This is an optimization exercise on Yosys and OpenROAD, whose aim is small area, not a production implementation. Function was checked by simulation only, so behaviour that the tests miss may differ from the original. Power and IR drop assume default switching activity.

the reference run:
==> flow/design.v <==
module as5x47_fa (
    input  wire a,
    input  wire b,
    input  wire ci,
    output wire s,
    output wire co
);
    assign s  = a ^ b ^ ci;
    assign co = (a & b) | (a & ci) | (b & ci);
endmodule
module as5x47_ha (
    input  wire a,
    input  wire b,
    output wire s,
    output wire co
);
    assign s  = a ^ b;
    assign co = a & b;
endmodule
module as5x47_ang (
    input  wire [13:0] a,
    output wire [19:0] y
);
    genvar i;
    wire [16:0] a5;
    wire [15:2] c1;
    assign a5[1:0] = a[1:0];
    as5x47_ha u_h2 (.a(a[2]), .b(a[0]), .s(a5[2]), .co(c1[2]));
    generate
        for (i = 3; i < 14; i = i + 1) begin : g_f1
            as5x47_fa u (.a(a[i]), .b(a[i-2]), .ci(c1[i-1]), .s(a5[i]), .co(c1[i]));
        end
        for (i = 14; i < 16; i = i + 1) begin : g_h1
            as5x47_ha u (.a(a[i-2]), .b(c1[i-1]), .s(a5[i]), .co(c1[i]));
        end
    endgenerate
    assign a5[16] = c1[15];
    wire [18:3] c2;
    assign y[2:0] = a5[2:0];
    as5x47_ha u_h3 (.a(a5[3]), .b(a5[0]), .s(y[3]), .co(c2[3]));
    generate
        for (i = 4; i < 17; i = i + 1) begin : g_f2
            as5x47_fa u (.a(a5[i]), .b(a5[i-3]), .ci(c2[i-1]), .s(y[i]), .co(c2[i]));
        end
        for (i = 17; i < 19; i = i + 1) begin : g_h2
            as5x47_ha u (.a(a5[i-3]), .b(c2[i-1]), .s(y[i]), .co(c2[i]));
        end
    endgenerate
    assign y[19] = a5[16] ^ c2[18];
endmodule
module as5x47_core (
    input  wire        clk,
    input  wire        rst,           
    input  wire        req_valid,
    output wire        req_ready,
    input  wire [3:0]  req_op,
    input  wire [15:0] req_a,
    input  wire [15:0] req_b,
    input  wire [9:0]  req_c,
    output reg         rsp_valid,
    output reg  [15:0] rsp_frame,
    output reg  [19:0] rsp_val,
    output reg         rsp_pe,
    output reg         rsp_ef,
    output reg  [1:0]  rsp_err,
    output wire        xfer_req,
    output wire [3:0]  xfer_cs,
    output wire [15:0] xfer_tx,
    input  wire        xfer_ack,
    input  wire [15:0] xfer_rx,
    output wire        bus_own
);
    genvar i;
    reg        busy;
    reg        ph2;
    reg [15:0] tx;
    reg [13:0] nx;
    assign req_ready = ~busy;
    assign bus_own   = busy;
    assign xfer_req  = busy;
    assign xfer_cs   = 4'h5;
    assign xfer_tx   = tx;
    wire [3:0] op  = req_op;
    wire op_rw  = op[3] & ~op[2] & ~op[1];      
    wire op_res = op[3] & (op[2] | op[1]);      
    wire op_0   = (op == 4'd0);
    wire op_1   = (op == 4'd1);
    wire op_2   = (op == 4'd2);
    wire op_3   = (op == 4'd3);
    wire op_4   = (op == 4'd4);
    wire op_5   = (op == 4'd5);
    wire op_6   = (op == 4'd6);
    wire op_7   = (op == 4'd7);
    wire acc    = req_valid & ~busy;
    wire x_end  = busy & xfer_ack;
    wire done   = x_end & ph2;
    wire rd     = tx[14];                       
    wire [3:0] off = req_c[3:0];
    wire [4:0] wid = req_c[8:4];
    wire       bw8 = req_c[9];
    wire [5:0] top = {2'b00, off} + {1'b0, wid};
    wire fld_legal = (wid != 5'd0) && (bw8 ? (top <= 6'd8) : (top <= 6'd16));
    wire [15:0] m;
    wire [15:0] lt;
    generate
        for (i = 0; i < 16; i = i + 1) begin : g_m
            assign lt[i] = top[4] || (top[3:0] > i);
            assign m[i] = (off <= i) && lt[i];
        end
    endgenerate
    wire [15:0] sh_in;
    generate
        for (i = 0; i < 16; i = i + 1) begin : g_in
            assign sh_in[i] = op[1] ? req_b[15 - i] : (req_a[i] & lt[i]);
        end
    endgenerate
    wire [15:0] sh_out = sh_in >> off;
    wire [15:0] fset;
    generate
        for (i = 0; i < 16; i = i + 1) begin : g_set
            if (i < 8)
                assign fset[i] = (op_6 & m[i]) ? sh_out[15 - i] : req_a[i];
            else
                assign fset[i] = (op_6 & m[i]) ? sh_out[15 - i] : (req_a[i] & ~(op_6 & bw8));
        end
    endgenerate
    reg f14;
    always @(*) begin
        case (op)
            4'd2:       f14 = req_b[0];
            4'd3:       f14 = 1'b0;
            4'd8, 4'd9: f14 = ~op[0];
            default:    f14 = fset[14];
        endcase
    end
    wire [15:0] w;
    assign w[14:0] = busy ? xfer_rx[14:0] : {f14, fset[13:0]};
    wire        pw = ~(^w[14:0]);
    assign w[15]   = busy ? xfer_rx[15] : ((op_6 | op_4) ? fset[15] : pw);
    wire        w15 = busy ? xfer_rx[15] : req_a[15];
    wire [19:0] ang_val;
    as5x47_ang u_ang (.a(req_a[13:0]), .y(ang_val));
    always @(posedge clk) begin
        if (rst) begin
            busy <= 1'b0;
        end else if (busy) begin
            if (done) busy <= 1'b0;
        end else if (req_valid && op_rw) begin
            busy <= 1'b1;
        end
    end
    always @(posedge clk) begin
        ph2 <= busy & (ph2 | xfer_ack);
    end
    always @(posedge clk) begin
        if (rst) rsp_valid <= 1'b0;
        else     rsp_valid <= (acc & ~op_rw) | done;
    end
    always @(posedge clk) begin
        if (!busy) begin
            tx <= w;
            nx <= req_b[13:0];
        end else if (x_end && !ph2) begin
            tx <= {~(^nx) & ~rd, rd, nx & {14{~rd}}};
        end
    end
    wire rd_done = done & rd;
    always @(posedge clk) begin
        if (rd_done || (acc && (op_0 || op_2 || op_3 || op_4 || (op_6 && fld_legal))))
            rsp_frame <= w;
    end
    always @(posedge clk) begin
        if (rd_done || (acc && op_4))
            rsp_val <= {6'd0, w[13:0]};
        else if (acc && (op_0 || op_1))
            rsp_val <= {19'd0, pw};
        else if (acc && op_5 && fld_legal)
            rsp_val <= {4'd0, sh_out};
        else if (acc && op_7)
            rsp_val <= ang_val;
    end
    always @(posedge clk) begin
        if (rd_done || (acc && (op_1 || op_4)))
            rsp_pe <= w15 ^ pw;
    end
    always @(posedge clk) begin
        if (rd_done || (acc && op_4))
            rsp_ef <= w[14];
    end
    always @(posedge clk) begin
        if (done)
            rsp_err <= 2'd0;
        else if (acc && !op_rw)
            rsp_err <= {(op_5 | op_6) & ~fld_legal, op_res};
    end
endmodule
==> flow/config.mk <==
export PLATFORM = sky130hd
export DESIGN_NAME = as5x47_core
export DESIGN_NICKNAME = as5x47_core
export VERILOG_FILES = /design/flow/design.v
export SDC_FILE = /design/flow/constraint.sdc
export NUM_CORES = 4
export LEC_CHECK = 0
export CAP_MARGIN = 5
export CORE_MARGIN = 2
export CORE_UTILIZATION = 60
export GPL_TIMING_DRIVEN = 0
export SLEW_MARGIN = 5
export SYNTH_HIERARCHICAL = 1
==> flow/constraint.sdc <==
create_clock -name core_clock -period 10.0 [get_ports {clk}]
set_input_delay 2.0000 -clock core_clock [delete_from_list [all_inputs] [get_ports {clk}]]
set_output_delay 2.0000 -clock core_clock [all_outputs]
set_load 0.01 [all_outputs]
standard.sh (not shown) runs the stock make flow with config.mk's settings and CLKGATE_MAP_FILE= SYNTH_SCRIPT=/design/flow/synth_recipe.tcl, a recipe that flattens the netlist after the stock synthesis.
==> flow/flow/run.sh <==
#!/bin/bash
# Standard layout with three changes: the final ABC mapping of synthesis uses
# an area-oriented script, the port buffers are plain buf_1 cells, and clock
# tree synthesis uses clkbuf_8 buffers without dummy balancing loads.
set -euo pipefail
here=$(pwd)
export FLOW_ABC_SCRIPT=$here/flow/abc_area.script
bash standard.sh "SYNTH_SCRIPT=$here/flow/synth.tcl" \
  "BUFFER_PORTS_ARGS=-buffer_cell sky130_fd_sc_hd__buf_1" \
  "CTS_ARGS=-sink_clustering_enable -repair_clock_nets -dont_use_dummy_load -buf_list sky130_fd_sc_hd__clkbuf_8" \
  finish > standard_flow.log 2>&1
==> flow/flow/abc_area.script <==
strash
balance
rewrite
refactor
balance
rewrite
rewrite -z
balance
refactor -z
rewrite -z
balance
dch -f
amap
topo
==> flow/flow/synth.tcl <==
# The standard flow's synthesis script (synth_recipe.tcl), with the final ABC mapping
# run with an area-oriented script (flow/abc_area.script).
proc synth {args} { yosys synth -nofsm -noshare {*}$args }
proc abc {args} {
  set i [lsearch -exact $args -script]
  if {$i >= 0} { lset args [expr {$i + 1}] $::env(FLOW_ABC_SCRIPT) }
  yosys abc {*}$args
}
source $::env(SCRIPTS_DIR)/synth.tcl
# left out here: clear keep_hierarchy, flatten, clean up, hide names made inside functions, write 1_2_yosys.v
The following lists how the trial run was set up differently from the reference run:
- changing CAP_MARGIN from 5 to 20
- changing SLEW_MARGIN from 5 to 20
- removing GPL_TIMING_DRIVEN (formerly 0)
[summary]
- Reported for the reference run and the trial run, post-route antenna net violation count turned out identical to the last digit.
- The trial run against the reference run: data required time at the worst endpoint essentially unchanged, sequential share of cell area increased 0.30 points, share of power burned in combinational logic decreased 0.2 points, worst hold slack decreased 0.012 ns.
- Compared to the reference run, the trial run leaves more free space in the core.

[re-timing with driven ports]
The flow's constraints put no driver on any port. The routed layouts listed below were extracted and timed again, unchanged, in two steps. Step 1 (the two cells are an assumption about what drives the block):
set clk [get_ports {clk}]
set_driving_cell -lib_cell sky130_fd_sc_hd__clkbuf_16 $clk
set_driving_cell -lib_cell sky130_fd_sc_hd__buf_2 [delete_from_list [all_inputs] $clk]
Step 2 moves the port delays by t, midway between the first and last clock arrival at a register: inputs arrive t later, outputs are due t later. That takes back most of the time a late clock gives input paths. Three values: no drivers, after step 1, after step 2; two values: the first two.
run	t (ns)	setup slack, ns	hold slack, ns	worst setup path after step 2
the reference run	0.373	0.713 / 0.720 / 0.347	0.478 / 0.478 / 0.478	input to register
the trial run	0.371	0.710 / 0.723 / 0.352	0.466 / 0.466 / 0.466	input to register
After both steps setup and hold are still met in every run listed. The setup slack of the reference run, which loses most, moves by +0.007 ns with the drivers and by -0.366 ns with both steps.
